From an optimization exercise on the open Yosys and OpenROAD flow, aimed at small area, a short achievable clock period and few clock cycles per item; shortcuts taken in it are not production practice.
At most, simulation tests tie the RTL to the original design; equivalence was not proved.
No functional check of the RTL was part of runs 2 and 3.
Power and IR drop assume default switching activity.

### design/flow/flow/run.sh
#!/bin/bash
# The standard layout (standard synthesis unchanged), with timing repair
# aiming at a setup slack of SETUP_SLACK_MARGIN ns at the design's clock
# period, so that it keeps improving paths that already meet it.
set -euo pipefail
export SETUP_SLACK_MARGIN=7.5
bash standard.sh > standard.log 2>&1
### design/flow/standard.sh
#!/bin/bash
# synth_recipe.tcl (not shown) runs the flow's synth.tcl, then flattens the netlist and writes it again
# the make line also repeats each setting of config.mk as NAME=value (left out here)
make -C /OpenROAD-flow-scripts/flow DESIGN_CONFIG=/design/flow/config.mk WORK_HOME=/design/flow/orfs CLKGATE_MAP_FILE= SYNTH_SCRIPT=/design/flow/synth_recipe.tcl "${@:-finish}"
### design/flow/config.mk
export PLATFORM = sky130hd
export DESIGN_NAME = csa20_alu
export DESIGN_NICKNAME = csa20_alu
export VERILOG_FILES = /design/flow/design.v
export SDC_FILE = /design/flow/constraint.sdc
export NUM_CORES = 4
export LEC_CHECK = 0
export CAP_MARGIN = 20
export CELL_PAD_IN_SITES_DETAIL_PLACEMENT = 1
export CELL_PAD_IN_SITES_GLOBAL_PLACEMENT = 2
export CORE_MARGIN = 2
export CORE_UTILIZATION = 40
export PLACE_DENSITY = 0.5
export SLEW_MARGIN = 20
export TNS_END_PERCENT = 100
### design/flow/constraint.sdc
create_clock -name core_clock -period 12.0 [get_ports {clk}]
set_input_delay 2.4000 -clock core_clock [delete_from_list [all_inputs] [get_ports {clk}]]
set_output_delay 2.4000 -clock core_clock [all_outputs]
set_load 0.01 [all_outputs]
### design/flow/design.v
module csa20_alu (
    input  wire        clk,
    input  wire        rst,           
    input  wire        in_valid,
    output wire        in_ready,
    input  wire [3:0]  in_ctl,
    input  wire [19:0] in_a,
    input  wire [19:0] in_b,
    output reg         out_valid,
    output reg  [39:0] out_result,
    output reg         cc_ov,
    output reg         cc_uf,
    output reg         cc_dz
);
    localparam [3:0] OP_ADD = 4'd0,  OP_SUB = 4'd1,  OP_MUL = 4'd2,  OP_DIV = 4'd3,
                     OP_AND = 4'd4,  OP_OR  = 4'd5,  OP_NOT = 4'd6,  OP_SLL = 4'd7,
                     OP_SRL = 4'd8,  OP_SRA = 4'd9,  OP_SLA = 4'd10, OP_ROL = 4'd11,
                     OP_ROR = 4'd12;
    reg        ready;        
    reg        pend;         
    reg        mrun;         
    reg        drun;         
    reg        dal;          
    reg        dfix;         
    reg        first;        
    reg [3:0]  cnt;          
    reg [3:0]  octl;         
    reg        f_sub;        
    reg        f_cin;        
    reg        f_as;         
    reg [19:0] oa;           
    reg [19:0] ob;           
    reg        z1_one, z1_two, z1_neg;      
    reg        z2_one, z2_two, z2_neg, z2_low, zc;
    reg        sa, sb;       
    reg        dzero;        
    reg        rred;         
    assign in_ready = ready;
    wire in_mul = (in_ctl == OP_MUL);
    wire in_div = (in_ctl == OP_DIV);
    wire in_sub = (in_ctl == OP_SUB);
    wire in_rot = (in_ctl == OP_ROL) | (in_ctl == OP_ROR);
    wire in_big = (|in_b[19:5]) | (in_b[4] & (in_b[3] | in_b[2]));
    wire [19:0] dx     = in_a ^ {20{in_a[19]}};                  
    wire [19:0] mm     = in_b ^ {20{in_b[19]}};
    wire        m_sml  = (mm[18:3] == 16'd0);                
    wire [2:0]  dskip  = (|mm[18:17]) ? 3'd7 : (|mm[18:15]) ? 3'd6 : (|mm[18:13]) ? 3'd5 :
                         (|mm[18:11]) ? 3'd4 : (|mm[18:9])  ? 3'd3 : (|mm[18:7])  ? 3'd2 :
                         (|mm[18:5])  ? 3'd1 : 3'd0;
    wire [19:0] oa_ld  = in_b ^ {20{in_div & ~in_b[19]}};
    wire [19:0] ob_ld  = in_div ? dx : in_a;
    wire [19:0] hi   = out_result[39:20];
    wire [21:0] oa22 = {{2{oa[19]}}, oa};
    wire        dcin = f_cin;                                    
    wire [18:0] rg = first ? 19'd0 : hi[18:0];
    wire [21:0] w  = {1'b0, rg, ob[19], ob[18]};
    wire [19:0] rx    = {1'b0, hi[18:0]};
    wire        rx0   = (hi[18:0] == 19'd0);
    wire        tm1   = ((rx ^ oa) == 20'hFFFFF);        
    wire        inv_q = sa ^ sb;
    wire        inc_q = sb & (sa ? tm1 : rx0);
    reg  [21:0] ax;
    reg         bx_en, bx_inv, cx;
    always @(*) begin
        if (drun) begin
            ax = w;                                  bx_en = 1'b1; bx_inv = 1'b0; cx = dcin;
        end else if (dfix) begin
            ax = {3'b000, hi[18:0]} ^ {22{sa}};
            bx_en  = sa ^ sb;
            bx_inv = sa & ~sb;
            cx     = 1'b0;
        end else begin
            ax = {{2{ob[19]}}, ob};                  bx_en = 1'b1; bx_inv = f_sub; cx = f_cin;
        end
    end
    wire [21:0] bx = (oa22 & {22{bx_en}}) ^ {22{bx_inv}};
    wire [21:0] sx = ax + bx + {21'd0, cx};
    wire [21:0] sy = w + {oa22[20:0], dcin} + {21'd0, dcin};
    function [2:0] booth(input [2:0] t);                     
        booth = {t[1] ^ t[0], (t[2] & ~t[1] & ~t[0]) | (~t[2] & t[1] & t[0]), t[2]};
    endfunction
    wire [2:0] bn0 = booth(ob[5:3]);
    wire [2:0] bn1 = booth(ob[7:5]);
    wire [2:0] bl0 = booth({in_a[1:0], 1'b0});
    wire [2:0] bl1 = booth(in_a[3:1]);
    wire [21:0] pp0 = (({22{z1_one}} & oa22) | ({22{z1_two}} & {oa22[20:0], 1'b0})) ^ {22{z1_neg}};
    wire [21:0] pp1 = (({22{z2_one}} & oa22) | ({22{z2_two}} & {oa22[20:0], 1'b0})) ^ {22{z2_neg}};
    wire [19:0] acc = first ? 20'd0 : hi;
    wire [23:0] z0 = mrun ? {{4{acc[19]}}, acc} : {2'b00, w};
    wire [23:0] z1 = {{2{pp0[21]}}, pp0};
    wire [23:0] z2 = {pp1, z2_low, z2_low};
    wire        zi = z1_neg;                                
    wire [23:0] zs = z0 ^ z1 ^ z2;
    wire [23:0] zk = {(z0[22:0] & z1[22:0]) | (z0[22:0] & z2[22:0]) | (z1[22:0] & z2[22:0]), zc};
    wire [23:0] sz = zs + zk + {23'd0, zi};
    wire        qh = ~sy[21];
    wire        ql = qh ? ~sz[21] : ~sx[21];
    reg  [18:0] rn;
    always @(*) begin
        case ({qh, ql})
            2'b00:   rn = w[18:0];
            2'b01:   rn = sx[18:0];
            2'b10:   rn = sy[18:0];
            default: rn = sz[18:0];
        endcase
    end
    wire [19:0] q_fix = (ob ^ {20{inv_q}}) + {19'd0, inc_q};
    wire c20    = sx[20] ^ ax[20] ^ bx[20];                
    wire b_nz   = |oa;
    wire add_ov = f_sub ? (c20 & b_nz) : c20;
    wire add_uf = $signed(sx) < -22'sd524287;
    wire [5:0]  nsum  = oa[5:2] + oa[9:6] + oa[13:10] + oa[17:14] + {4'd0, oa[19:18]};
    wire [4:0]  nsum2 = nsum[3:0] + {3'd0, nsum[5:4]};
    reg  [2:0]  bj;
    always @(*) begin
        case (nsum2)
            5'd0, 5'd5, 5'd10, 5'd15: bj = 3'd0;
            5'd1, 5'd6, 5'd11, 5'd16: bj = 3'd1;
            5'd2, 5'd7, 5'd12, 5'd17: bj = 3'd2;
            5'd3, 5'd8, 5'd13, 5'd18: bj = 3'd3;
            default:                  bj = 3'd4;
        endcase
    end
    wire [19:0] oa_red = {15'd0, bj, oa[1:0]};             
    wire        sh_left = (octl == OP_SLL) | (octl == OP_SLA) | (octl == OP_ROL);
    wire        sh_big  = (|oa[19:5]) | (oa[4] & (oa[3] | oa[2]));    
    wire [1:0]  sc      = oa[1:0];
    wire [2:0]  sj      = oa[4:2];                           
    wire [1:0]  rc = dal ? {cnt[0], 1'b0} : sh_left ? sc : (2'd0 - sc);
    reg  [2:0]  rj;
    always @(*) begin
        if (dal)
            rj = {1'b0, cnt[2:1]} + 3'd1;                    
        else if (sh_left)
            rj = sj;
        else if (sc != 2'd0)
            rj = 3'd4 - sj;
        else
            rj = (sj == 3'd0) ? 3'd0 : (3'd5 - sj);
    end
    reg  [19:0] rot1, rot2;
    always @(*) begin
        case (rc)
            2'd0: rot1 = ob;
            2'd1: rot1 = {ob[18:0], ob[19]};
            2'd2: rot1 = {ob[17:0], ob[19:18]};
            default: rot1 = {ob[16:0], ob[19:17]};
        endcase
        case (rj)
            3'd0: rot2 = rot1;
            3'd1: rot2 = {rot1[15:0], rot1[19:16]};
            3'd2: rot2 = {rot1[11:0], rot1[19:12]};
            3'd3: rot2 = {rot1[7:0],  rot1[19:8]};
            default: rot2 = {rot1[3:0], rot1[19:4]};
        endcase
    end
    reg [19:0] mask_l, mask_r;
    reg [19:0] amask;                                         
    integer i;
    always @(*) begin
        for (i = 0; i < 20; i = i + 1) begin
            mask_l[i] = (i[4:0] >= oa[4:0]);
            amask[i]  = ({1'b0, i[4:0]} >= {2'b00, cnt[2:0], 1'b0} + 6'd4);
            mask_r[i] = ({1'b0, i[4:0]} + {1'b0, oa[4:0]} <= 6'd19);
        end
    end
    wire        sh_rot  = (octl == OP_ROL) | (octl == OP_ROR);
    wire        sh_fill = (octl == OP_SRA) & ob[19];
    wire [19:0] mask    = sh_rot ? 20'hFFFFF : (sh_big ? 20'd0 : (sh_left ? mask_l : mask_r));
    wire [19:0] sh_r    = (rot2 & mask) | ({20{sh_fill}} & ~mask);
    reg [19:0] sres;
    always @(*) begin
        case (octl)
            OP_ADD, OP_SUB: sres = sx[19:0];
            OP_DIV:         sres = (dzero | inc_q) ? 20'd0 : sx[19:0];    
            OP_AND:         sres = ob & oa;
            OP_OR:          sres = ob | oa;
            OP_NOT:         sres = ~ob;
            OP_SLL, OP_SLA,
            OP_SRL, OP_SRA,
            OP_ROL, OP_ROR: sres = sh_r;
            default:        sres = 20'd0;
        endcase
    end
    always @(posedge clk) begin
        if (mrun)
            out_result <= {sz[23:4], sz[3:0], ob[19:4]};
        else if (drun)
            out_result <= {1'b0, rn, sz[3:0], ob[19:4]};
        else if (dfix)
            out_result <= {dzero ? 20'd0 : q_fix, sres};
        else if (dal)
            out_result <= {1'b0, rot2[18:0] & ~amask[18:0], sres};
        else
            out_result <= {20'd0, sres};
        if (ready)
            ob <= ob_ld;
        else if (mrun)
            ob <= {sz[3:0], ob[19:4]};
        else if (drun)
            ob <= {ob[17:0], qh, ql};
        else if (dal)
            ob <= rot2 & amask;
    end
    always @(posedge clk) begin
        if (rst) begin
            ready     <= 1'b1;
            pend      <= 1'b0;
            mrun      <= 1'b0;
            drun      <= 1'b0;
            dal       <= 1'b0;
            dfix      <= 1'b0;
            out_valid <= 1'b0;
            cc_ov     <= 1'b0;
            cc_uf     <= 1'b0;
            cc_dz     <= 1'b0;
        end else begin
            out_valid <= 1'b0;
            pend      <= 1'b0;
            dfix      <= 1'b0;
            if (pend & rred) begin
                rred  <= 1'b0;
                pend  <= 1'b1;
                ready <= 1'b1;
                oa    <= oa_red;
            end else if (pend) begin
                out_valid <= 1'b1;
                if (f_as) begin
                    cc_ov <= add_ov;
                    cc_uf <= add_uf;
                end
            end
            if (mrun) begin
                first <= 1'b0;
                cnt   <= cnt + 4'd1;
                {z1_one, z1_two, z1_neg} <= bn0;
                {z2_one, z2_two, z2_neg} <= bn1;
                z2_low <= bn1[0];
                zc     <= bn1[0];
                if (cnt == 4'd3) ready <= 1'b1;
                if (cnt == 4'd4) begin
                    mrun      <= 1'b0;
                    out_valid <= 1'b1;
                    cc_ov     <= 1'b0;
                end
            end
            if (drun) begin
                first <= 1'b0;
                cnt   <= cnt + 4'd1;
                if (cnt == 4'd7) begin
                    ready <= 1'b1;
                    drun  <= 1'b0;
                    dfix  <= 1'b1;
                end
            end
            if (dal) begin
                dal   <= 1'b0;
                drun  <= 1'b1;
                first <= 1'b0;
            end
            if (dfix) begin
                out_valid <= 1'b1;
                cc_dz     <= dzero;
            end
            if (ready) begin
                oa    <= oa_ld;
                octl  <= in_ctl;
                f_sub <= in_sub;
                f_cin <= in_sub | (in_div & ~in_b[19]);
                f_as  <= (in_ctl == OP_ADD) | in_sub;
                sa    <= in_a[19];
                sb    <= in_b[19];
                dzero <= (in_b == 20'd0);
                if (in_mul) begin
                    {z1_one, z1_two, z1_neg} <= bl0;
                    {z2_one, z2_two, z2_neg} <= bl1;
                    z2_low <= bl1[0];
                    zc     <= bl1[0];
                end else begin
                    {z1_one, z1_two, z1_neg} <= 3'b101;
                    {z2_one, z2_two, z2_neg} <= 3'b100;
                    z2_low <= in_div & ~in_b[19];
                    zc     <= 1'b0;
                end
                first <= 1'b1;
                cnt   <= ~in_div ? 4'd0 : m_sml ? 4'd14 : {1'b0, dskip};
                rred  <= in_rot & in_big;
                if (in_valid) begin
                    pend  <= ~in_mul & ~in_div;
                    mrun  <= in_mul;
                    drun  <= in_div & m_sml;
                    dal   <= in_div & ~m_sml;
                    ready <= ~in_mul & ~in_div & ~(in_rot & in_big);
                end
            end
        end
    end
endmodule
==> results of run 1 <==
[logic make-up after synthesis]
kind of cell,count (synthesis)
compound gates,812
xor+xnor,242
fa+ha+maj,158
buf+inv,303
flops,113
mux,81
simple gates,736
[power by group through the flow]
stage	clock network (mW)	registers [mW]	logic, mW
finish	0.512	0.550	3.67
global route	0.527	0.549	3.87
CTS	0.511	0.543	3.01
detailed placement	0	0.575	2.78
global placement	0	0.574	2.74
floorplan	0	0.529	1.84
[final timing paths]
kind	endpoint	slack (ns)	cells past startpoint
hold / removal	pend$_SDFF_PP0_	0.50	2
setup reg to reg	oa[2]$_DFFE_PP_	7.21	18
setup / recovery	oa[2]$_DFFE_PP_	7.21	18
hold reg to reg	pend$_SDFF_PP0_	0.50	2
[per-layer routing]
layer	part of all wire, %	up-vias	GRT usage (%)	routed length, microns
li1	-	9069	-	-
met1	40	10620	52.21	38940
met2	43	1139	62.03	42310
met3	9.4	328	8.414	9209
met4	7.4	2	25.49	7258
met5	0.014	-	0	14
[cells in the final DEF, fill, tap and decap left out, drive strengths merged, types with 48 or more instances in the layout]
cell           netlist  layout
a22oi               75      75
nor2               204     204
xnor2              128     128
buf                 41     183
mux2i               58      58
a21oi              215     215
edfxtp              63      63
o21ai              214     214
ha                 108     108
xor2               114     114
inv                 99     100
dfxtp               50      50
nand2              239     239
nand3               48      48
clkdlybuf4s50        0      90
[flip-flops by register name, indices dropped and copies added (netlist names), 4 cells and up]
name        cells
ob             20
oa             20
cnt             4
out_result     40
octl            4
[critical path: stages (launching register included)]
cell and delay [ns]:
edfxtp_1 0.44, buf_12 0.16, fa_1 0.49, inv_2 0.05, fa_1 0.45, fa_2 0.37
fa_2 0.36, inv_2 0.05, a21o_1 0.12, a21oi_2 0.06, xnor2_1 0.13, ha_2 0.21
fa_2 0.63, inv_4 0.06, ha_4 0.22, a211oi_2 0.17, a31oi_1 0.06, mux4_2 0.48
o21ai_2 0.13
[cell type report]
cell class	count	area [sq um]
Fill cell	5370	22060
Inverter	102	401.6
Antenna cell	2	5.005
Sequential cell	113	2899
Tap cell	592	740.7
Clock inverter	15	133.9
Timing Repair Buffer	282	2728
Clock buffer	17	425.4
Multi-Input combinational cell	2030	14830
[what timing repair did]
item,CTS,global route
gates resized for setup,109,142
setup buffers,65,57
endpoints found under the setup margin,64,54
pin swaps,24,58
hold buffers,0,0
cloned,5,3
[through the flow]
step / hold slack, ns / area [sq um] / setup slack, ns / total power [mW]
finish: 0.4997 / 22160 / 7.209 / 4.727
detailed placement: 0.4844 / 19350 / 6.210 / 3.351
floorplan: 0.4567 / 17970 / 7.286 / 2.367
CTS: 0.4933 / 21020 / 7.221 / 4.063
global route: 0.5357 / 22160 / 7.065 / 4.941
global placement: 0.4667 / 19330 / 6.425 / 3.317
==> qor.csv, run 1 <==
metric;value;unit
Layout Cells excl Fill;3153;
average size of a mapped cell;7.326;sq um
Hold WC Path Type;flip-flop to flip-flop;
Initial Utilization;40.51;%
Total Neg Setup Slack;0;ns
Yosys reg bits;113;
DR iter-0 viols;2576;
post-synthesis mux area share;4.813;%
CTS Buf Count;17;
top-area cell type share of the netlist area;10.56;%
clk root buf;clkbuf_16;
synth cell count leaders;nand2_1, a21oi_1, o21ai_0, nor2_1, clkbuf_1;
combinational share of power;77.5;%
fin. max-slew vios;0;
drt wl/cell;31.00;microns
worst skew pair latency;0.47;ns
Post-DP HPWL;67780;microns
Post-Synth Adder-Cell Area;12.52;%
gp weighted congestion;0.9842;
Post-Route WL;97730;microns
cell-internal power;2.263;mW
Placed Cells;2989;
H-tree Lvls;4;
leakage;8.644;nW
Seq/Total Area, Yosys;16.15;%
status;complete, no violations;
drt first pass iters;5;
worst vdd ir;428.5;uV
CP endpoint kind;flip-flop;
vias per cell;6.711;
EDFF count, synth;63;
switching power;2.464;mW
synth warn;1;
max cap viols;0;
Setup crit start kind;flip-flop;
die span in y;215.6;microns
hold_sp;pend$_SDFF_PP0_;
Synth Area in Simple Gates;19.29;%
port bufs;91;
CTS sink count;113;
total track usage;40.60;%
Boundary Pins;92;
post-route ant nets;0;
most common cell in the netlist;nand2_1;
Mapped Area;17910;sq um
fraction of layout cells with a size suffix above 1;17.16;%
Crit Path Category;flip-flop to flip-flop;
largest net degree at the start of global routing;83;
site row count;77;
Worst Skew;0.01680;ns
Die ar.;46490;sq um
main combinational cell family by area after synthesis;compound AO/OA/AOI/OAI gates;
CP arrival;5.11;ns
# DRC;0;
post-synth top area cell;edfxtp_1;
period utilisation layout;39.93;%
Clock Power Share;10.8;%
cells after synthesis;2445;
switching part of the total power;52.12;%
Core Footprint;44220;sq um
fin crit period;4.791;ns
pwr/cell area;213.3;nW/um^2
Seq pwr share;11.6;%
CP startpoint;oa[2]$_DFFE_PP_;
first-pass GRT wire length;139900;microns
ys async rst share;0;%
CTS Buffer Depth;2;
Post-Syn Nets;2639;
r2r startpoint;oa[2]$_DFFE_PP_;
Synth Area in XOR/XNOR;11.87;%
total global routing overflow;0;
Max transition margin;22.67;%
nets@finish;2740;
antenna violations before repair;7;
synth unique cells;89;
Core Util, Final;50.12;%
Finish-stage setup viols;0;
Primary FF master, synth;edfxtp_1;
worst slew pin tran;1.145;ns
crit-path max FO;3;
Clock transition at path regs;0.07;ns
final hold viol count;0;
Synth Area in Compound Gates;28.91;%
Chip Width;215.6;microns
clock tree from TritonCTS;yes;
vias in the first global route;20440;
largest cells by area after synthesis;edfxtp_1, ha_1, xnor2_1;
Synth-to-Final Area Change;23.74;%
Crit path required time;12.32;ns
setup repair after global routing missed its margin;true;
f_max;208.7;MHz
Vias;21160;
Testbench counts, summed over its fixed seeds: cycles 16,273, ops 8,000.
==> run 2: changes to the inputs <==
--- a/design/flow/design.v
+++ b/design/flow/design.v
@@ -110,3 +110,8 @@
     wire add_ov = f_sub ? (c20 & b_nz) : c20;
-    wire add_uf = $signed(sx) < -22'sd524287;
+    wire [18:0] ua   = ob[18:0];
+    wire [18:0] ub   = oa[18:0] ^ {19{f_sub}};
+    wire [18:0] up   = ua ^ ub;
+    wire [18:0] ug   = ua | ub;
+    wire        uz   = (up[0] == f_cin) & (up[18:1] == ug[17:0]);
+    wire add_uf = sx[21] & (~sx[19] | uz);
     wire [5:0]  nsum  = oa[5:2] + oa[9:6] + oa[13:10] + oa[17:14] + {4'd0, oa[19:18]};
==> run 2 against run 1 <==
  * Still clean
  * Core utilization shrank 1.8 points
  * Hold slack lost 0.039 ns
  * Area after synthesis grew 2.2%
  * Count of clock-buffer cells in the layout is the same
  * Non-clock buffer count shrank 42
  * Sequential power is essentially flat
  * Die area grew 2.1%
  * Cell area shrank 1.3%
  * Critical path type unchanged
  * Critical endpoint is now oa[3]$_DFFE_PP_
==> qor.csv, run 2 <==
metric;value;unit;change
status;complete, no violations;;
site row count;78;;+1.3%
CTS Hold Buffers Added;0;;unchanged
crit-path max FO;4;;+1
register name with the most flops;out_result;;
Vias;21080;;-0.40%
drt first pass iters;9;;+4
setup repair after global routing missed its margin;true;;
ys async rst share;0;%;unchanged
most frequent cells in the layout;nand2_1, nor2_1, a21oi_1;;
CTS sink count;113;;unchanged
worst skew pair latency;0.48;ns;about the same
Synth-to-Final Area Change;19.55;%;
Layout Cells excl Fill;3136;;-0.54%
H-tree Lvls;4;;unchanged
top flop regs;out_result: 40 flops, oa: 20 flops, ob: 20 flops;;
Boundary Pins;92;;unchanged
post-synth top area cell;edfxtp_1;;
Largest register FFs;40;;unchanged
f_max;209.5;MHz;+0.36%
total global routing overflow;0;;unchanged
Initial Utilization;40.41;%;-0.099 points
fraction of layout cells with a size suffix above 1;13.31;%;-3.8 points
Post-Route WL;98590;microns;+0.88%
Setup crit start kind;flip-flop;;
EDFF count, synth;63;;unchanged
CP endpoint kind;flip-flop;;
clock tree from TritonCTS;yes;;
clk root buf;clkbuf_16;;
fin. max-slew vios;0;;unchanged
Primary FF master, synth;edfxtp_1;;
first-pass GRT wire length;140900;microns;+0.69%
Mapped Area;18300;sq um;+2.2%
pwr/cell area;204.3;nW/um^2;-4.2%
Finish-stage setup viols;0;;unchanged
Hold WC Path Type;flip-flop to flip-flop;;
dpl cell area;19750;sq um;+2.1%
Die ar.;47470;sq um;+2.1%
nets@finish;2730;;-0.36%
post-route ant nets;0;;unchanged
Core Util, Final;48.31;%;-1.8 points
Yosys reg bits;113;;unchanged
Multi-input gate area;14790;sq um;-0.24%
Crit path required time;12.22;ns;-0.10 ns
average size of a mapped cell;7.502;sq um;+2.4%
CP arrival;4.99;ns;-0.12 ns
CTS Buf Count;17;;unchanged
total track usage;40.56;%;about the same
finished layout cell area;21870;sq um;-1.3%
Chip Width;217.9;microns;+1.1%
Seq/Total Area, Yosys;15.81;%;-0.34 points
Worst Skew;0.01289;ns;-0.003905 ns
largest cells by area after synthesis;edfxtp_1, xnor2_1, ha_1;;
fillers;5516;;+2.7%
DR iter-0 viols;2816;;+9.3%
# DRC;0;;unchanged
max cap viols;0;;unchanged
largest net degree at the start of global routing;73;;-12%
antenna violations before repair;3;;-4
vias per cell;6.720;;+0.14%
drt wl/cell;31.44;microns;+1.4%
Crit Path Category;flip-flop to flip-flop;;
Total Neg Setup Slack;0;ns;unchanged
Clock transition at path regs;0.07;ns;about the same
port bufs;91;;unchanged
Post-DP HPWL;70290;microns;+3.7%
vias in the first global route;20350;;-0.44%
leakage;8.624;nW;-0.23%
gp weighted congestion;1.018;;+3.4%
most common cell in the netlist;nand2_1;;
CTS Buffer Depth;2;;unchanged
worst slew pin tran;1.060;ns;-0.08472 ns
fin crit period;4.774;ns;-0.01729 ns
Post-Syn Nets;2651;;+0.45%
register area;2909;sq um;+0.35%
cells after synthesis;2439;;-0.25%
Max transition margin;29.32;%;+6.6 points
synth warn;1;;unchanged
Placed Cells;3012;;+0.77%
period utilisation layout;39.78;%;-0.14 points
die span in y;217.9;microns;+1.1%
Core Footprint;45280;sq um;+2.4%
Total Power;4.469;mW;-5.5%
worst vdd ir;196.6;uV;-54%
synth cell count leaders;nand2_1, nor2_1, a21oi_1, xnor2_1, o21ai_0;;
top-area cell type share of the netlist area;10.34;%;-0.22 points
synth unique cells;97;;+9.0%
most common cell after layout, fill and taps aside;nand2_1;;
final hold viol count;0;;unchanged
-- run 2: where the power goes --
group | total, mW | internal, mW | leakage [nW] | switching, mW
clock | 0.545 | 0.295 | 0.289 | 0.249
sequential | 0.551 | 0.469 | 1.04 | 0.0819
combinational | 3.37 | 1.31 | 7.29 | 2.06
-- run 2: critical path, stage by stage, from the launching register on --
cell      delay [ns]
edfxtp_1        0.44
buf_12          0.16
fa_1            0.53
inv_1           0.05
fa_1            0.45
fa_2            0.37
fa_2            0.36
inv_2           0.06
a21o_1          0.12
a21oi_2         0.07
xnor2_2         0.15
ha_2            0.22
fa_2            0.50
buf_6           0.15
buf_4           0.14
nor2_1          0.16
a21oi_1         0.08
nor2_1          0.14
nor4_1          0.06
a311oi_1        0.22
a21oi_1         0.06
-- run 2: timing repair --
action,CTS,global route
hold endpoints to repair,0,0
gates cloned,6,3
buffers inserted,42,36
gates resized for setup,88,86
pin swaps,16,20
endpoints found under the setup margin,61,54
-- run 2: area by class of cell --
class | count | area share [%]
Antenna cell | 5 | 0.05720
Clock buffer | 17 | 1.945
Clock inverter | 15 | 0.7493
Inverter | 115 | 2.031
Multi-Input combinational cell | 2029 | 67.63
Sequential cell | 113 | 13.30
Tap cell | 600 | 3.432
Timing Repair Buffer | 240 | 10.79
Timing Repair inverter | 2 | 0.06864
-- run 2: per-stage QoR --
| step | worst slack [ns] | hold slack, ns |
|---|---|---|
| floorplan | 7.519 | 0.4567 |
| global placement | 6.680 | 0.4495 |
| detailed placement | 6.259 | 0.4501 |
| CTS | 7.287 | 0.4656 |
| global route | 7.044 | 0.5065 |
| finish | 7.226 | 0.4605 |
-- run 2: final timing paths --
check,startpoint,to,slack [ns],cells after the start
max,oa[2]$_DFFE_PP_,oa[3]$_DFFE_PP_,7.23,20
min,cc_uf$_SDFFE_PP0P_,cc_uf$_SDFFE_PP0P_,0.46,2
max reg2reg,oa[2]$_DFFE_PP_,oa[3]$_DFFE_PP_,7.23,20
min reg2reg,cc_uf$_SDFFE_PP0P_,cc_uf$_SDFFE_PP0P_,0.46,2
-- run 2: cells by family after synthesis --
family          after synthesis  synth area share [%]
mux                          68                 3.802
flops                       113                 15.81
simple gates                720                 18.23
compound gates              782                 28.56
fa+ha+maj                   180                 13.70
buf+inv                     298                 6.435
xor+xnor                    278                 13.46
-- run 2: metal layers --
layer,GRT usage (%),routed length [microns]
met4,22.22,5606
met2,58.16,40890
met5,0.2083,0
met3,9.596,10880
met1,55.62,41220
==> run 3: changes to the inputs <==
==> design/flow/flow/run.sh (replaced) <==
#!/bin/bash
set -euo pipefail
export SETUP_SLACK_MARGIN=7.5
export BUFFER_PORTS_ARGS="-buffer_cell sky130_fd_sc_hd__buf_1"
bash standard.sh > standard.log 2>&1
==> run 3 against run 2 <==
  * Critical path type unchanged
  * Register-to-register slack worse by 0.05 ns
  * Hold slack better by 0.020 ns
  * Largest cell class unchanged
  * Still clean on timing, DRC and antenna
  * Critical endpoint is now oa[2]$_DFFE_PP_
  * Synthesized cell count did not move
==> qor.csv, run 3 <==
metric;value;unit;change
status;complete, no violations;;
Setup crit start kind;flip-flop;;
fin. max-slew vios;0;;unchanged
Yosys reg bits;113;;unchanged
CP bufs+invs;4;;-1
Crit path required time;12.20;ns;-0.02 ns
worst hold stages;2;;unchanged
Hold WC Path Type;flip-flop to flip-flop;;
Post-Route WL;100400;microns;+1.8%
CTS Buf Count;17;;unchanged
final hold viol count;0;;unchanged
Worst Skew;0.02557;ns;+0.01267 ns
period utilisation layout;40.23;%;+0.45 points
Synth-to-Final Area Change;17.60;%;
worst vdd ir;214.2;uV;+9.0%
# DRC;0;;unchanged
Post-DP HPWL;70530;microns;+0.34%
worst skew pair latency;0.49;ns;about the same
final worst slack;7.172;ns;-0.05401 ns
hold_sp;pend$_SDFF_PP0_;;
Boundary Pins;92;;unchanged
first-pass GRT wire length;142000;microns;+0.80%
Initial Utilization;40.41;%;unchanged
port bufs;91;;unchanged
post-synth top area cell;edfxtp_1;;
Largest register FFs;40;;unchanged
hold slack final;0.4810;ns;+0.02049 ns
site row count;78;;unchanged
setup repair after global routing missed its margin;true;;
CTS sink count;113;;unchanged
r2r startpoint;oa[2]$_DFFE_PP_;;
Seq/Total Area, Yosys;15.81;%;unchanged
die span in y;217.9;microns;unchanged
average size of a mapped cell;7.502;sq um;unchanged
Die ar.;47470;sq um;unchanged
fin crit period;4.828;ns;+0.05401 ns
crit-path max FO;3;;-1
synth warn;1;;unchanged
worst slew pin tran;1.136;ns;+0.07566 ns
top-area cell type share of the netlist area;10.34;%;unchanged
EDFF count, synth;63;;unchanged
Total Neg Setup Slack;0;ns;unchanged
nets@finish;2748;;+0.66%
fillers;5574;;+1.1%
Layout Cells excl Fill;3153;;+0.54%
Crit. path cell count;19;;-5.0%
vias per cell;6.683;;-0.56%
fraction of layout cells with a size suffix above 1;14.55;%;+1.2 points
Worst Reg-to-Reg Cells;19;;-5.0%
synth cell count leaders;nand2_1, nor2_1, a21oi_1, xnor2_1, o21ai_0;;
Total Power;4.500;mW;+0.69%
most common cell in the netlist;nand2_1;;
Largest delay share family, worst path;adder cells;;
H-tree Lvls;4;;unchanged
antenna violations before repair;5;;+2
pwr/cell area;209.1;nW/um^2;+2.4%
vias in the first global route;20250;;-0.49%
cells after synthesis;2439;;unchanged
Core Footprint;45280;sq um;unchanged
CP endpoint kind;flip-flop;;
largest stage delay on the critical path;0.57;ns;+0.04 ns
CP startpoint;oa[2]$_DFFE_PP_;;
Chip Width;217.9;microns;unchanged
Finish-stage setup viols;0;;unchanged
Crit Path Category;flip-flop to flip-flop;;
CTS Buffer Depth;2;;unchanged
Post-Syn Nets;2651;;unchanged
post-route ant nets;0;;unchanged
clock tree from TritonCTS;yes;;
DR iter-0 viols;2874;;+2.1%
max cap viols;0;;unchanged
Clock transition at path regs;0.08;ns;about the same
Vias;21070;;-0.024%
Slowest cell on crit path;fa_2;;
clk root buf;clkbuf_16;;
Critical Path, Cell by Cell;buf_12 -> fa_1 -> inv_2 -> fa_1 -> fa_2 -> fa_2 -> inv_2 -> a21o_1 -> a21oi_2 -> xnor2_1 -> ha_2 -> fa_2 -> inv_2 -> ha_4 -> mux2i_1 -> nor2_1 -> a211oi_1 -> a311oi_1 -> a21oi_1;;
largest net degree at the start of global routing;58;;-21%
leakage;8.451;nW;-2.0%
total track usage;41.12;%;+0.55 points
Setup WS pre-CTS;5.946;ns;-0.3130 ns
total global routing overflow;0;;unchanged
drt first pass iters;8;;-1
largest cells by area after synthesis;edfxtp_1, xnor2_1, ha_1;;
Primary FF master, synth;edfxtp_1;;
ys async rst share;0;%;unchanged
top flop regs;out_result: 40 flops, oa: 20 flops, ob: 20 flops;;
Placed Cells;3014;;+0.066%
synth unique cells;97;;unchanged
drt wl/cell;31.83;microns;+1.3%
CP arrival;5.03;ns;+0.04 ns
gp weighted congestion;0.9932;;-2.4%
most frequent cells in the layout;nand2_1, nor2_1, a21oi_1;;
Mapped Area;18300;sq um;unchanged
register name with the most flops;out_result;;
most common cell after layout, fill and taps aside;nand2_1;;
Max transition margin;24.28;%;-5.0 points
f_max;207.1;MHz;-1.1%
==> run 3: cell counts after synthesis <==
No cell type changed its count.
==> run 3: kinds of logic (layout without fill, tap and decap cells) <==
family | after synthesis | after routing | share of synthesized area (%)
AND/OR/NAND/NOR | 720 | 721 | 18.23
flip-flops | 113 | 113 | 15.81
buffers and inverters | 298 | 407 | 6.435
AO/OA/AOI/OAI | 782 | 782 | 28.56
adder cells (fa/ha/maj) | 180 | 180 | 13.70
multiplexers | 68 | 68 | 3.802
other | 0 | 4 | 0
XOR/XNOR | 278 | 278 | 13.46
==> run 3: cell type report <==
| type | count | area [sq um] | area share (%) |
|---|---|---|---|
| Multi-Input combinational cell | 2029 | 14930 | 69.40 |
| Inverter | 115 | 436.7 | 2.029 |
| Antenna cell | 4 | 10.01 | 0.04652 |
| Tap cell | 600 | 750.7 | 3.489 |
| Clock inverter | 14 | 120.1 | 0.5582 |
| Clock buffer | 18 | 439.2 | 2.041 |
| Sequential cell | 113 | 2900 | 13.48 |
| Timing Repair Buffer | 260 | 1928 | 8.960 |
==> run 3: stage by stage <==
stage | util [%] | area (sq um)
floorplan | - | 18320
global placement | 42.38 | 19190
detailed placement | 42.38 | 19190
CTS | 45.37 | 20550
global route | 47.50 | 21510
finish | 47.52 | 21520
==> run 3: final timing paths <==
path / endpoint / slack [ns]
setup / recovery: oa[2]$_DFFE_PP_ / 7.17
hold / removal: pend$_SDFF_PP0_ / 0.48
setup reg to reg: oa[2]$_DFFE_PP_ / 7.17
hold reg to reg: pend$_SDFF_PP0_ / 0.48
==> run 3: worst reg2reg max path, cell delays in order, from the launching register on <==
cell	delay, ns
edfxtp_1	0.44
buf_12	0.16
fa_1	0.55
inv_2	0.04
fa_1	0.45
fa_2	0.37
fa_2	0.36
inv_2	0.05
a21o_1	0.12
a21oi_2	0.06
xnor2_1	0.13
ha_2	0.20
fa_2	0.57
inv_2	0.07
ha_4	0.26
mux2i_1	0.07
nor2_1	0.13
a211oi_1	0.08
a311oi_1	0.35
a21oi_1	0.08
==> run 3: power by group <==
group          total (mW)  internal [mW]  switching [mW]
logic                3.42           1.33            2.09
registers           0.561          0.469          0.0924
clock network       0.518          0.275           0.244
==> run 3: layer usage <==
layer	vias to the layer above	routed length, microns	GRT usage [%]
li1	9086	-	-
met1	10380	42480	56.72
met5	-	23	0
met3	318	10410	9.261
met4	4	6376	21.81
met2	1278	41080	59.28
==> run 3: timing repair <==
action	CTS	global route
pin swaps	14	28
hold buffers	0	0
buffers inserted	45	52
endpoints found under the setup margin	61	46
gates cloned	4	2
gates resized for setup	87	117
==> run 4: changes to the inputs <==
--- a/design/flow/design.v
+++ b/design/flow/design.v
@@ -36,3 +36,3 @@
     reg        dzero;        
-    reg        rred;         
+    reg        rred, rred2;  
     assign in_ready = ready;
@@ -117,14 +117,11 @@
     wire [5:0]  nsum  = oa[5:2] + oa[9:6] + oa[13:10] + oa[17:14] + {4'd0, oa[19:18]};
-    wire [4:0]  nsum2 = nsum[3:0] + {3'd0, nsum[5:4]};
     reg  [2:0]  bj;
+    integer k;
     always @(*) begin
-        case (nsum2)
-            5'd0, 5'd5, 5'd10, 5'd15: bj = 3'd0;
-            5'd1, 5'd6, 5'd11, 5'd16: bj = 3'd1;
-            5'd2, 5'd7, 5'd12, 5'd17: bj = 3'd2;
-            5'd3, 5'd8, 5'd13, 5'd18: bj = 3'd3;
-            default:                  bj = 3'd4;
-        endcase
+        bj = 3'd0;
+        for (k = 0; k < 64; k = k + 1)
+            if (oa[7:2] == k[5:0]) bj = k % 5;
     end
-    wire [19:0] oa_red = {15'd0, bj, oa[1:0]};             
+    wire [19:0] oa_red1 = {12'd0, nsum, oa[1:0]};
+    wire [19:0] oa_red2 = {15'd0, bj, oa[1:0]};            
     wire        sh_left = (octl == OP_SLL) | (octl == OP_SLA) | (octl == OP_ROL);
@@ -227,5 +224,10 @@
                 rred  <= 1'b0;
+                rred2 <= 1'b1;
+                pend  <= 1'b1;
+                oa    <= oa_red1;
+            end else if (pend & rred2) begin
+                rred2 <= 1'b0;
                 pend  <= 1'b1;
                 ready <= 1'b1;
-                oa    <= oa_red;
+                oa    <= oa_red2;
             end else if (pend) begin
@@ -292,2 +294,3 @@
                 rred  <= in_rot & in_big;
+                rred2 <= 1'b0;
                 if (in_valid) begin
==> run 4 against run 3 <==
  * Highest routed layer unchanged
  * Wire length grew 4.3%
  * Fmax grew 7.9%
  * Worst setup slack improved by 0.35 ns
  * Sequential cell count up 1
  * Hold slack improved by 0.039 ns
  * Largest cell class unchanged
==> qor.csv, run 4 <==
metric;value;unit;change
Synth Area in XOR/XNOR;12.52;%;-0.94 points
Total Neg Setup Slack;0;ns;unchanged
Total Power;3.615;mW;-20%
Seq/Total Area, Yosys;15.09;%;-0.72 points
clk root buf;clkbuf_16;;
most frequent cells in the layout;nand2_1, nor2_1, a21oi_1;;
Synth Area in Compound Gates;31.10;%;+2.5 points
dpl cell area;20160;sq um;+5.1%
# DRC;0;;unchanged
Clock transition at path regs;0.06;ns;-0.02 ns
largest cells by area after synthesis;edfxtp_1, ha_1, xnor2_1;;
Critical Path, Cell by Cell;buf_4 -> inv_1 -> ha_2 -> nor3_1 -> nand3_1 -> a21oi_1 -> or4_1 -> o2bb2ai_1 -> nand2_1 -> o221ai_1 -> a222oi_1 -> o211ai_1;;
Worst Skew;0.01292;ns;-0.01265 ns
first-pass GRT wire length;149800;microns;+5.5%
CP bufs+invs;2;;-2
final worst slack;7.526;ns;+0.3545 ns
worst vdd ir;96.23;uV;-55%
CTS sink count;114;;+0.88%
final hold viol count;0;;unchanged
Mapped Area;19370;sq um;+5.9%
EDFF count, synth;64;;+1.6%
max cap viols;0;;unchanged
Placed Cells;3188;;+5.8%
period utilisation layout;37.28;%;-3.0 points
Crit Path Category;flip-flop to flip-flop;;
total track usage;40.47;%;-0.65 points
Max transition margin;26.89;%;+2.6 points
Crit path required time;12.31;ns;+0.11 ns
nets@finish;2894;;+5.3%
Yosys reg bits;114;;+0.88%
synth warn;1;;unchanged
Hold WC Path Type;flip-flop to flip-flop;;
ys async rst share;0;%;unchanged
CTS Buf Count;17;;unchanged
post-synthesis mux area share;3.436;%;-0.37 points
Synth-to-Final Area Change;15.79;%;
Finish-stage setup viols;0;;unchanged
post-synth top area cell;edfxtp_1;;
drt wl/cell;31.56;microns;-0.86%
Largest register FFs;40;;unchanged
gp weighted congestion;1.011;;+1.8%
Largest delay share family, worst path;compound AO/OA/AOI/OAI gates;;
cells after synthesis;2628;;+7.7%
site row count;80;;+2.6%
pwr/cell area;161.2;nW/um^2;-23%
CTS Buffer Depth;2;;unchanged
finished layout cell area;22430;sq um;+4.2%
Primary FF master, synth;edfxtp_1;;
Boundary Pins;92;;unchanged
register name with the most flops;out_result;;
status;complete, no violations;;
Core Footprint;47750;sq um;+5.4%
Setup WS pre-CTS;6.373;ns;+0.4262 ns
Setup crit start kind;flip-flop;;
total global routing overflow;0;;unchanged
worst slew pin tran;1.093;ns;-0.04327 ns
worst skew pair latency;0.45;ns;-0.04 ns
antenna violations before repair;2;;-3
top flop regs;out_result: 40 flops, oa: 20 flops, ob: 20 flops;;
Chip Width;224.1;microns;+2.8%
die span in y;224.1;microns;+2.8%
Post-DP HPWL;75320;microns;+6.8%
Synth Area in Simple Gates;18.36;%;+0.13 points
drt first pass iters;6;;-2
post-route ant nets;0;;unchanged
clock tree from TritonCTS;yes;;
vias per cell;6.857;;+2.6%
fin crit period;4.474;ns;-0.3545 ns
Post-Syn Nets;2835;;+6.9%
Initial Utilization;40.57;%;+0.16 points
synth unique cells;94;;-3.1%
leakage;8.591;nW;+1.7%
DR iter-0 viols;2790;;-2.9%
fraction of layout cells with a size suffix above 1;13.44;%;-1.1 points
Vias;22750;;+7.9%
most common cell after layout, fill and taps aside;nand2_1;;
Post-Route WL;104700;microns;+4.3%
most common cell in the netlist;nand2_1;;
setup repair after global routing missed its margin;true;;
top-area cell type share of the netlist area;9.921;%;-0.42 points
Die ar.;50200;sq um;+5.8%
f_max;223.5;MHz;+7.9%
crit-path max FO;25;;+22
CP endpoint kind;flip-flop;;
Layout Cells excl Fill;3317;;+5.2%
Slowest cell on crit path;or4_1;;
synth cell count leaders;nand2_1, nor2_1, a21oi_1, o21ai_0, xnor2_1;;
main combinational cell family by area after synthesis;compound AO/OA/AOI/OAI gates;;
H-tree Lvls;4;;unchanged
largest net degree at the start of global routing;74;;+28%
fin. max-slew vios;0;;unchanged
average size of a mapped cell;7.371;sq um;-1.7%
vias in the first global route;21830;;+7.8%
CP arrival;4.79;ns;-0.24 ns
port bufs;91;;unchanged
Post-Synth Adder-Cell Area;12.74;%;-0.97 points
largest stage delay on the critical path;0.68;ns;+0.11 ns
fillers;5881;;+5.5%
-- run 4: worst paths after layout --
path / from / end / slack [ns] / cells past startpoint
worst max-delay path: oa[1]$_DFFE_PP_ / out_result[21]$_DFF_P_ / 7.53 / 12
worst min-delay path: cc_uf$_SDFFE_PP0P_ / cc_uf$_SDFFE_PP0P_ / 0.52 / 2
worst max register to register: oa[1]$_DFFE_PP_ / out_result[21]$_DFF_P_ / 7.53 / 12
worst min register to register: cc_uf$_SDFFE_PP0P_ / cc_uf$_SDFFE_PP0P_ / 0.52 / 2
-- run 4: through the flow --
step	hold WS [ns]	util, %
finish	0.5203	46.98
global route	0.5328	46.97
CTS	0.5203	45.19
detailed placement	0.5130	42.23
global placement	0.5050	42.23
floorplan	0.4761	-
-- run 4: layer usage --
metal  GRT usage [%]  up-vias  share of wire, %
met3           10.03      328                11
met4           21.66        2               6.2
met2           59.41     1400                41
met1           54.41    11250                41
met5               0        -             0.011
li1                -     9761                 -
-- run 4: cell type report --
type                    instances  area, sq um  share of cell area [%]
multi-input cells            2186        15890                   70.84
flip-flops and latches        114         2933                   13.08
repair buffers                249         1788                   7.971
well taps                     615        769.5                   3.431
inverters                     119        465.4                   2.075
clock buffers                  20        446.7                   1.991
clock inverters                12        132.6                  0.5913
diodes                          2        5.005                 0.02231
-- run 4: what timing repair did --
action,CTS,global route
pin swaps,13,24
setup endpoints to repair,62,56
resized for setup,94,89
hold buffers,0,0
cloned,5,4
buffers inserted,38,48
-- run 4: logic make-up after synthesis --
family | count (synthesis)
muxes | 64
and+or+nand+nor | 758
buffers and inverters | 333
DFF | 114
AOI/OAI and AO/OA | 904
adders and majority gates | 178
xor gates and xnor gates | 277
-- run 4: power by group --
group | internal (mW) | leakage, nW | switching, mW | total (mW)
clock network | 0.312 | 0.277 | 0.218 | 0.529
logic | 0.907 | 7.27 | 1.63 | 2.54
registers | 0.468 | 1.05 | 0.0753 | 0.543
-- run 4: worst register-to-register path, cell delays in order, from the launching register on --
cell       delay (ns)
edfxtp_1         0.33
buf_4            0.44
inv_1            0.34
ha_2             0.57
nor3_1           0.08
nand3_1          0.37
a21oi_1          0.14
or4_1            0.68
o2bb2ai_1        0.23
nand2_1          0.11
o221ai_1         0.38
a222oi_1         0.53
o211ai_1         0.14
Testbench counts of run 4, summed over its fixed seeds: cycles 16,474, ops 8,000.
==> run 5: changes to the inputs <==
==> design/flow/flow/run.sh (replaced) <==
#!/bin/bash
set -euo pipefail
export SETUP_SLACK_MARGIN=8.2
export BUFFER_PORTS_ARGS="-buffer_cell sky130_fd_sc_hd__buf_1"
bash standard.sh > standard.log 2>&1
==> run 5 against run 4 <==
  * Still clean
  * Die area stayed put
  * Sequential cell count stayed put
  * Hold slack better by 0.031 ns
  * Critical endpoint is now out_result[30]$_DFF_P_
  * Highest routed layer unchanged
==> qor.csv, run 5 <==
metric;value;unit;change
cell-internal power;2.146;mW;+27%
max cap viols;0;;unchanged
Hold WC Path Type;flip-flop to flip-flop;;
final worst slack;7.606;ns;+0.07921 ns
fin. max-slew vios;0;;unchanged
Seq/Total Area, Yosys;15.09;%;unchanged
total global routing overflow;0;;unchanged
crit-path max FO;6;;-76%
cells after synthesis;2628;;unchanged
Setup crit start kind;flip-flop;;
CTS Buf Count;17;;unchanged
most common cell in the netlist;nand2_1;;
switching power;2.328;mW;+21%
period utilisation layout;36.62;%;-0.66 points
Yosys reg bits;114;;unchanged
status;complete, no violations;;
post-synth top area cell;edfxtp_1;;
drt wl/cell;33.99;microns;+7.7%
Post-Route WL;119100;microns;+14%
Synth-to-Final Area Change;34.75;%;
Post-Syn Nets;2835;;unchanged
Total Power;4.474;mW;+24%
Largest register FFs;40;;unchanged
site row count;80;;unchanged
Core Util, Final;54.67;%;+7.7 points
fillers;5663;;-3.7%
Max transition margin;23.72;%;-3.2 points
largest cells by area after synthesis;edfxtp_1, ha_1, xnor2_1;;
pwr/cell area;171.4;nW/um^2;+6.4%
synth warn;1;;unchanged
Clock Power Share;11.7;%;-2.9 points
CTS sink count;114;;unchanged
Mapped Area;19370;sq um;unchanged
Setup WS pre-CTS;6.230;ns;-0.1421 ns
setup repair after global routing missed its margin;true;;
CP endpoint kind;flip-flop;;
Die ar.;50200;sq um;unchanged
H-tree Lvls;4;;unchanged
Crit Path Category;flip-flop to flip-flop;;
largest net degree at the start of global routing;52;;-30%
gp weighted congestion;1.024;;+1.3%
fraction of layout cells with a size suffix above 1;26.84;%;+13 points
hold slack final;0.5508;ns;+0.03052 ns
largest stage delay on the critical path;0.56;ns;-0.12 ns
clk root buf;clkbuf_16;;
switching part of the total power;52.04;%;-1.3 points
Chip Width;224.1;microns;unchanged
worst slew pin tran;1.135;ns;+0.04284 ns
combinational share of power;76.0;%;+5.7 points
Critical Path, Cell by Cell;buf_12 -> buf_12 -> buf_12 -> buf_16 -> buf_6 -> nor2b_4 -> mux2i_4 -> fa_1 -> inv_2 -> ha_4 -> a21o_1 -> a21oi_4 -> nand2_2 -> o311ai_4 -> nand4_1 -> buf_6 -> nor2_1 -> a211oi_1 -> or4_1;;
worst vdd ir;155.8;uV;+62%
antenna violations before repair;3;;+1
synth unique cells;94;;unchanged
# DRC;0;;unchanged
DR iter-0 viols;3217;;+15%
first-pass GRT wire length;160600;microns;+7.2%
most frequent cells in the layout;buf_4, nand2_1, nor2_1;;
top-area cell type share of the netlist area;9.921;%;unchanged
Crit path required time;12.31;ns;about the same
drt first pass iters;8;;+2
fin crit period;4.394;ns;-0.07921 ns
Primary FF master, synth;edfxtp_1;;
vias per cell;7.031;;+2.5%
vias in the first global route;23360;;+7.0%
f_max;227.6;MHz;+1.8%
Vias;24640;;+8.3%
average size of a mapped cell;7.371;sq um;unchanged
final hold viol count;0;;unchanged
post-route ant nets;0;;unchanged
Boundary Pins;92;;unchanged
ys async rst share;0;%;unchanged
Initial Utilization;40.57;%;unchanged
CTS Buffer Depth;2;;unchanged
top flop regs;out_result: 40 flops, oa: 20 flops, ob: 20 flops;;
Seq pwr share;12.3;%;-2.7 points
EDFF count, synth;64;;unchanged
CP arrival;4.71;ns;-0.08 ns
Post-DP HPWL;76880;microns;+2.1%
Clock transition at path regs;0.06;ns;about the same
most common cell after layout, fill and taps aside;buf_4;;
worst skew pair latency;0.45;ns;about the same
total track usage;43.46;%;+3.0 points
Largest delay share family, worst path;simple AND/OR/NAND/NOR gates;;
register name with the most flops;out_result;;
synth cell count leaders;nand2_1, nor2_1, a21oi_1, o21ai_0, xnor2_1;;
clock tree from TritonCTS;yes;;
die span in y;224.1;microns;unchanged
most used cell, CP;buf_12;;
port bufs;91;;unchanged
Worst Skew;0.01502;ns;+0.002101 ns
Core Footprint;47750;sq um;unchanged
Slowest cell on crit path;fa_1;;
leakage;10.07;nW;+17%
nets@finish;3082;;+6.5%
Total Neg Setup Slack;0;ns;unchanged
CP bufs+invs;7;;+5
Finish-stage setup viols;0;;unchanged
run 5: cell counts after synthesis:
No cell type changed its count.
run 5: final timing paths:
path / slack, ns / from / cells after the start / end
hold reg to reg: 0.55 / cc_uf$_SDFFE_PP0P_ / 2 / cc_uf$_SDFFE_PP0P_
hold / removal: 0.55 / cc_uf$_SDFFE_PP0P_ / 2 / cc_uf$_SDFFE_PP0P_
setup reg to reg: 7.61 / first$_SDFFCE_PP1P_ / 19 / out_result[30]$_DFF_P_
setup / recovery: 7.61 / first$_SDFFCE_PP1P_ / 19 / out_result[30]$_DFF_P_
run 5: cells by family (layout without fill, tap and decap cells):
family,Yosys count,in the layout,synth area share [%]
muxes,64,65,3.436
buffers and inverters,333,590,6.750
adders and majority gates,178,178,12.74
DFF,114,114,15.09
xor gates and xnor gates,277,277,12.52
and+or+nand+nor,758,760,18.36
other,0,1,0
AOI/OAI and AO/OA,904,904,31.10
run 5: what timing repair did:
item	4_1_cts	5_1_grt
gates resized for setup	338	211
pin swaps	97	129
setup endpoints to repair	87	76
hold buffers	0	0
cloned	11	7
buffers inserted	153	117
hold endpoints to repair	0	0
run 5: layout make-up:
type	instances	area, sq um	share of cell area (%)
multi-input cells	2184	17550	67.22
repair buffers	438	3767	14.43
flip-flops and latches	114	2935	11.25
well taps	615	769.5	2.948
inverters	119	499.2	1.913
clock buffers	17	425.4	1.630
clock inverters	15	150.1	0.5752
repair inverters	1	7.507	0.02876
diodes	1	2.502	0.009587
run 5: power by group through the flow:
stage	registers, mW	logic [mW]	clock network (mW)
2_1_floorplan	0.525	1.44	0
3_3_place_gp	0.567	2.15	0
3_5_place_dp	0.568	2.18	0
4_1_cts	0.543	2.79	0.516
5_1_grt	0.548	3.48	0.533
6_report	0.552	3.40	0.522
run 5: worst min-delay path: cells and delay by family (launching register included):
kind,cells,cell delay [ns]
DFF,1,0.36
and+or+nand+nor,1,0.10
AOI/OAI and AO/OA,1,0.05
run 5: layer usage:
layer | up-vias | track usage [%] | share of wire [%]
met5 | - | 0 | 0.0092
met1 | 12190 | 55.37 | 38
met4 | 2 | 23.10 | 7.1
li1 | 10150 | - | -
met3 | 520 | 14.00 | 13
met2 | 1781 | 65.20 | 42
run 5: per-stage QoR:
| step | instances | cell area, sq um |
|---|---|---|
| after detailed placement | 3183 | 20310 |
| final | 3504 | 26100 |
| after CTS | 3379 | 23990 |
| after global placement | 3183 | 20300 |
| after floorplan | 2628 | 19750 |
| after global routing | 3503 | 26100 |
==> run 6: changes to the inputs <==
--- a/design/flow/design.v
+++ b/design/flow/design.v
@@ -76,4 +76,6 @@
     wire [21:0] bx = (oa22 & {22{bx_en}}) ^ {22{bx_inv}};
-    wire [21:0] sx = ax + bx + {21'd0, cx};
-    wire [21:0] sy = w + {oa22[20:0], dcin} + {21'd0, dcin};
+    wire [21:0] sx;
+    csa20_alu_add #(22) add_x (.a(ax), .b(bx), .ci(cx), .s(sx));
+    wire [21:0] sy;
+    csa20_alu_add #(22) add_y (.a(w), .b({oa22[20:0], dcin}), .ci(dcin), .s(sy));
     function [2:0] booth(input [2:0] t);                     
@@ -94,3 +96,4 @@
     wire [23:0] zk = {(z0[22:0] & z1[22:0]) | (z0[22:0] & z2[22:0]) | (z1[22:0] & z2[22:0]), zc};
-    wire [23:0] sz = zs + zk + {23'd0, zi};
+    wire [23:0] sz;
+    csa20_alu_add #(24) add_z (.a(zs), .b(zk), .ci(zi), .s(sz));
     wire        qh = ~sy[21];
@@ -306 +309,23 @@
 endmodule
+module csa20_alu_add #(parameter W = 22) (
+    input  wire [W-1:0] a,
+    input  wire [W-1:0] b,
+    input  wire         ci,
+    output wire [W-1:0] s
+);
+    reg [W-1:0] g, p, c;
+    integer i, l;
+    always @(*) begin
+        p = a ^ b;
+        g = a & b;
+        g[0] = g[0] | (p[0] & ci);
+        for (l = 0; (1 << l) < W; l = l + 1)
+            for (i = 0; i < W; i = i + 1)
+                if (i & (1 << l)) begin
+                    g[i] = g[i] | (p[i] & g[((i >> (l + 1)) << (l + 1)) + (1 << l) - 1]);
+                    p[i] = p[i] & p[((i >> (l + 1)) << (l + 1)) + (1 << l) - 1];
+                end
+        c = {g[W-2:0], ci};
+    end
+    assign s = a ^ b ^ c;
+endmodule
==> design/flow/flow/run.sh (replaced) <==
#!/bin/bash
set -euo pipefail
export SETUP_SLACK_MARGIN=7.0
export BUFFER_PORTS_ARGS="-buffer_cell sky130_fd_sc_hd__buf_1"
bash standard.sh > standard.log 2>&1
==> run 6 against run 5 <==
  * Still clean
  * Sequential share of layout area rose by 3.1 points
  * Clock power barely moved
  * Sequential power rose by 6.3%
  * Worst setup slack got worse by 0.57 ns
  * First-iteration DRC count fell by 25%
  * Critical path depth fell by 8
  * Cell count fell by 11%
  * Wire length fell by 16%
  * Global-route usage fell by 2.4 points
  * Largest cell class unchanged
  * Highest routed layer is now met4
==> qor.csv, run 6 <==
metric;value;unit;change
Seq/Total Area, Yosys;15.74;%;+0.65 points
Setup crit start kind;flip-flop;;
top-area cell type share of the netlist area;10.35;%;+0.43 points
total track usage;41.04;%;-2.4 points
clock tree from TritonCTS;yes;;
Die ar.;48180;sq um;-4.0%
synth unique cells;90;;-4.3%
average size of a mapped cell;7.436;sq um;+0.88%
Total Power;3.280;mW;-27%
setup repair after global routing missed its margin;true;;
synth warn;3;;+2
Chip Width;219.5;microns;-2.0%
die span in y;219.5;microns;-2.0%
Vias;21000;;-15%
CTS Buf Count;17;;unchanged
Post-Syn Nets;2714;;-4.3%
CP startpoint;oa[0]$_DFFE_PP_;;
pwr/cell area;160.7;nW/um^2;-6.3%
Largest register FFs;40;;unchanged
port bufs;91;;unchanged
CTS Buffer Depth;2;;unchanged
gp weighted congestion;1.018;;-0.60%
worst skew pair latency;0.49;ns;+0.04 ns
Synth-to-Final Area Change;9.923;%;
Hold WC Path Type;flip-flop to flip-flop;;
switching part of the total power;54.70;%;+2.7 points
largest cells by area after synthesis;edfxtp_1, xnor2_1, ha_1;;
Boundary Pins;92;;unchanged
Clock transition at path regs;0.06;ns;about the same
largest net degree at the start of global routing;59;;+13%
Multi-input gate area;14710;sq um;-16%
EDFF count, synth;64;;unchanged
CP endpoint kind;flip-flop;;
Worst Reg-to-Reg Cells;11;;-8
Max transition margin;19.29;%;-4.4 points
period utilisation layout;41.36;%;+4.7 points
CTS sink count;114;;unchanged
Primary FF master, synth;edfxtp_1;;
DR iter-0 viols;2428;;-25%
cells after synthesis;2498;;-4.9%
switching power;1.794;mW;-23%
most common cell after layout, fill and taps aside;nand2_1;;
final hold viol count;0;;unchanged
site row count;78;;-2.5%
Core Footprint;45580;sq um;-4.5%
status;complete, no violations;;
Mapped Area;18570;sq um;-4.1%
combinational share of power;66.1;%;-9.9 points
post-route ant nets;0;;unchanged
fillers;5656;;-0.12%
Post-DP HPWL;75040;microns;-2.4%
worst vdd ir;114.9;uV;-26%
post-synth top area cell;edfxtp_1;;
most frequent cells in the layout;nand2_1, nor2_1, a21oi_1;;
Seq pwr share;17.9;%;+5.6 points
Post-Route WL;99620;microns;-16%
f_max;201.5;MHz;-11%
drt first pass iters;5;;-3
# DRC;0;;unchanged
top flop regs;out_result: 40 flops, oa: 20 flops, ob: 20 flops;;
FF-to-FF End;out_result[1]$_DFF_P_;;
synth cell count leaders;nand2_1, nor2_1, a21oi_1, o21ai_0, xnor2_1;;
cell-internal power;1.486;mW;-31%
Crit path required time;12.42;ns;+0.11 ns
fin crit period;4.963;ns;+0.5684 ns
crit-path max FO;22;;+16
drt wl/cell;32.00;microns;-5.9%
Crit Path Category;flip-flop to flip-flop;;
nets@finish;2713;;-12%
clk root buf;clkbuf_16;;
fin. max-slew vios;0;;unchanged
crit path capture;out_result[1]$_DFF_P_;;
max cap viols;0;;unchanged
first-pass GRT wire length;142500;microns;-11%
fraction of layout cells with a size suffix above 1;8.127;%;-19 points
r2r startpoint;oa[0]$_DFFE_PP_;;
ys async rst share;0;%;unchanged
Finish-stage setup viols;0;;unchanged
register name with the most flops;out_result;;
H-tree Lvls;4;;unchanged
antenna violations before repair;2;;-1
worst slew pin tran;1.211;ns;+0.07524 ns
most common cell in the netlist;nand2_1;;
Yosys reg bits;114;;unchanged
Initial Utilization;40.75;%;+0.18 points
Worst Skew;0.01846;ns;+0.003439 ns
vias per cell;6.746;;-4.1%
leakage;7.978;nW;-21%
vias in the first global route;20310;;-13%
total global routing overflow;0;;unchanged
Total Neg Setup Slack;0;ns;unchanged
FF-to-FF setup slack;7.04;ns;-0.57 ns
register area;2934;sq um;about the same
Clock Power Share;16.0;%;+4.3 points
CP arrival;5.39;ns;+0.68 ns
run 6: layout make-up:
class / instances / share of cell area (%)
Multi-Input combinational cell: 2077 / 72.04
Sequential cell: 114 / 14.37
Timing Repair Buffer: 177 / 5.007
Tap cell: 600 / 3.677
Clock buffer: 20 / 2.292
Inverter: 110 / 2.065
Clock inverter: 12 / 0.5148
Antenna cell: 3 / 0.03677
run 6: what timing repair did:
item / in CTS / in global routing
cloned: 0 / 1
setup buffers: 7 / 14
pin swaps: 0 / 5
hold buffers: 0 / 0
gates resized for setup: 32 / 28
endpoints found under the setup margin: 46 / 27
run 6: worst min-delay path by stage:
stage	from	endpoint	slack [ns]	cells past startpoint
6_report	cc_ov$_SDFF_PP0_	cc_ov$_SDFF_PP0_	0.51	2
5_1_grt	cc_ov$_SDFF_PP0_	cc_ov$_SDFF_PP0_	0.53	2
4_1_cts	cc_ov$_SDFF_PP0_	cc_ov$_SDFF_PP0_	0.50	2
3_5_place_dp	cc_ov$_SDFF_PP0_	cc_ov$_SDFF_PP0_	0.49	2
3_3_place_gp	cc_ov$_SDFF_PP0_	cc_ov$_SDFF_PP0_	0.47	2
2_1_floorplan	cc_uf$_SDFFE_PP0P_	cc_uf$_SDFFE_PP0P_	0.48	2
run 6: routing by layer:
| layer | vias to the layer above | GRT usage (%) | part of all wire (%) |
|---|---|---|---|
| met2 | 1159 | 59.55 | 42 |
| li1 | 9056 | - | - |
| met5 | - | 0 | 0 |
| met1 | 10580 | 58.25 | 43 |
| met4 | 0 | 17.30 | 4.4 |
| met3 | 204 | 8.944 | 11 |
run 6: cells by family after synthesis:
kind of cell             after synthesis  synth area share [%]
AO/OA/AOI/OAI                        836                 29.57
AND/OR/NAND/NOR                      727                 17.90
buffers and inverters                308                 6.581
XOR/XNOR                             273                 12.87
adder cells (fa/ha/maj)              179                 13.94
flip-flops                           114                 15.74
multiplexers                          61                 3.402
run 6: power groups by stage:
stage                     registers [mW]  logic, mW  clock network (mW)
final                              0.587       2.17               0.525
after global routing               0.585       2.27               0.540
after CTS                          0.585       2.04               0.526
after detailed placement           0.596       1.99                   0
after global placement             0.595       1.96                   0
after floorplan                    0.530       1.24                   0
run 6: critical path: stages, from the launching register on:
cell and delay, ns:
edfxtp_1 0.37, buf_6 0.22, inv_1 0.46, ha_1 0.38
nor4_4 0.74, or2_2 0.55, a21oi_1 0.14, mux2_2 0.42
mux2i_1 0.26, mux2i_1 0.27, o21ai_1 0.78, a221o_1 0.29
run 6: through the flow:
stage / cell area (sq um) / worst slack (ns) / hold slack [ns] / utilization (%) / cells
2_1_floorplan: 18580 / 7.008 / 0.4761 / - / 2498
3_3_place_gp: 19390 / 5.632 / 0.4671 / 42.54 / 3056
3_5_place_dp: 19390 / 5.411 / 0.4918 / 42.55 / 3056
4_1_cts: 20150 / 6.924 / 0.5030 / 44.21 / 3095
5_1_grt: 20410 / 6.855 / 0.5298 / 44.78 / 3110
6_report: 20420 / 7.037 / 0.5112 / 44.80 / 3113
Testbench counts of run 6, summed over its fixed seeds: cycles 16,474, ops 8,000.
==> run 7: changes to the inputs <==
==> design/flow/flow/run.sh (replaced) <==
#!/bin/bash
set -euo pipefail
export SETUP_SLACK_MARGIN=8.0
export BUFFER_PORTS_ARGS="-buffer_cell sky130_fd_sc_hd__buf_1"
bash standard.sh > standard.log 2>&1
==> run 7 against run 6 <==
  * Cell area is 13% higher
  * Register-to-register slack better by 0.20 ns
  * Still clean on timing, DRC and antenna
  * Worst setup slack improved by 0.20 ns
  * Non-clock buffer count grew 126
  * Sequential power fell by 2%
  * Clock skew decreased by 0.0078 ns
  * Critical endpoint is now out_result[37]$_DFF_P_
  * Wire length up 5.5%
  * Hold slack lost 0.0059 ns
  * Core utilization is 5.7 points higher
  * Highest routed layer unchanged
  * Sequential share of layout area decreased by 1.6 points
==> qor.csv, run 7 <==
metric;value;unit;change
status;complete, no violations;;
Seq/Total Area, Yosys;15.74;%;unchanged
Crit Path Category;flip-flop to flip-flop;;
synth unique cells;90;;unchanged
f_max;210.0;MHz;+4.2%
CTS Buffer Depth;2;;unchanged
period utilisation layout;39.68;%;-1.7 points
Die ar.;48180;sq um;unchanged
synth warn;3;;unchanged
site row count;78;;unchanged
final hold viol count;0;;unchanged
CTS Buf Count;17;;unchanged
total global routing overflow;0;;unchanged
most common cell in the netlist;nand2_1;;
top flop regs;out_result: 40 flops, oa: 20 flops, ob: 20 flops;;
DR iter-0 viols;2863;;+18%
crit-path max FO;5;;-77%
max cap viols;0;;unchanged
first-pass GRT wire length;146500;microns;+2.8%
post-synth top area cell;edfxtp_1;;
pwr/cell area;168.9;nW/um^2;+5.1%
vias per cell;6.807;;+0.90%
largest net degree at the start of global routing;59;;unchanged
Synth-to-Final Area Change;23.86;%;
hold slack final;0.5053;ns;-0.005874 ns
cells after synthesis;2498;;unchanged
Worst Reg-to-Reg Cells;22;;+11
Post-DP HPWL;73400;microns;-2.2%
Chip Width;219.5;microns;unchanged
average size of a mapped cell;7.436;sq um;unchanged
# DRC;0;;unchanged
CTS sink count;114;;unchanged
r2r startpoint;first$_SDFFCE_PP1P_;;
fin. max-slew vios;0;;unchanged
Initial Utilization;40.75;%;unchanged
clock tree from TritonCTS;yes;;
port bufs;91;;unchanged
crit path capture;out_result[37]$_DFF_P_;;
CP arrival;5.12;ns;-0.27 ns
Post-Route WL;105100;microns;+5.5%
Hold WC Path Type;flip-flop to flip-flop;;
Total Neg Setup Slack;0;ns;unchanged
fraction of layout cells with a size suffix above 1;18.52;%;+10 points
post-route ant nets;0;;unchanged
Yosys reg bits;114;;unchanged
total track usage;42.14;%;+1.1 points
Mapped Area;18570;sq um;unchanged
EDFF count, synth;64;;unchanged
Finish-stage setup viols;0;;unchanged
run 7: cell counts after synthesis:
Identical to the previous run, type by type.
run 7: how the worst min path moves through the flow:
stage / start / endpoint / slack [ns] / cells after the start
floorplan: cc_uf$_SDFFE_PP0P_ / cc_uf$_SDFFE_PP0P_ / 0.48 / 2
global placement: cc_ov$_SDFF_PP0_ / cc_ov$_SDFF_PP0_ / 0.48 / 2
detailed placement: cc_ov$_SDFF_PP0_ / cc_ov$_SDFF_PP0_ / 0.49 / 2
CTS: cc_ov$_SDFF_PP0_ / cc_ov$_SDFF_PP0_ / 0.51 / 2
global route: cc_ov$_SDFF_PP0_ / cc_ov$_SDFF_PP0_ / 0.52 / 2
finish: cc_ov$_SDFF_PP0_ / cc_ov$_SDFF_PP0_ / 0.51 / 2
run 7: cell type report:
| class | count | area (sq um) | area share (%) |
|---|---|---|---|
| Multi-Input combinational cell | 2081 | 15860 | 68.95 |
| Sequential cell | 114 | 2932 | 12.74 |
| Timing Repair Buffer | 303 | 2450 | 10.65 |
| Tap cell | 600 | 750.7 | 3.263 |
| Clock buffer | 25 | 518.0 | 2.252 |
| Inverter | 110 | 444.2 | 1.931 |
| Clock inverter | 7 | 43.79 | 0.1904 |
| Antenna cell | 2 | 5.005 | 0.02175 |
run 7: power breakdown:
group | internal (mW) | switching [mW]
Clock | 0.298 | 0.215
Sequential | 0.471 | 0.106
Combinational | 1.06 | 1.73
Total | 1.83 | 2.05
run 7: critical path, stage by stage (launching register included):
cell	delay, ns
edfxtp_1	0.44
buf_8	0.18
nand2b_4	0.15
inv_4	0.07
nand2_2	0.05
o21ai_2	0.07
fa_1	0.42
fa_2	0.35
fa_2	0.39
a211oi_4	0.26
o21a_1	0.22
o211a_4	0.20
buf_6	0.11
o211ai_1	0.13
buf_4	0.19
a211oi_4	0.26
o32ai_4	0.15
buf_12	0.16
clkbuf_16	0.15
buf_4	0.15
nor2_1	0.18
a211oi_2	0.10
a211o_1	0.25
run 7: through the flow:
| stage | cells | instance area (sq um) | total power [mW] | utilization [%] |
|---|---|---|---|---|
| CTS | 3171 | 21750 | 3.377 | 47.72 |
| global route | 3240 | 23000 | 3.980 | 50.47 |
| global placement | 3057 | 19500 | 2.578 | 42.78 |
| floorplan | 2498 | 18860 | 1.811 | - |
| detailed placement | 3057 | 19500 | 2.612 | 42.79 |
| finish | 3242 | 23010 | 3.885 | 50.48 |
run 7: timing repair:
| item | in CTS | in global routing |
|---|---|---|
| pin swaps | 48 | 77 |
| setup endpoints to repair | 65 | 63 |
| hold endpoints to repair | 0 | 0 |
| setup buffers | 73 | 65 |
| cloned | 9 | 4 |
| gates resized for setup | 188 | 125 |
run 7: cells by family after synthesis:
family / count (synthesis) / share of synthesized area [%]
compound gates: 836 / 29.57
xor+xnor: 273 / 12.87
fa+ha+maj: 179 / 13.94
buf+inv: 308 / 6.581
flops: 114 / 15.74
mux: 61 / 3.402
simple gates: 727 / 17.90
run 7: layer usage:
layer | up-vias | track usage, % | routed length [microns]
met5 | - | 0 | 0
met4 | 0 | 24.21 | 6775
met3 | 330 | 11.15 | 12400
met2 | 1366 | 58.84 | 42980
met1 | 11060 | 58.01 | 42920
li1 | 9316 | - | -

Re-timed with assumed drivers on the ports (clkbuf_16 on the clock, buf_2 on other inputs), run 7 has 7.239 ns of setup slack against 7.239 ns with ideal ports, and 7.239 ns once port delays also move by the mid clock arrival of 0.534 ns.
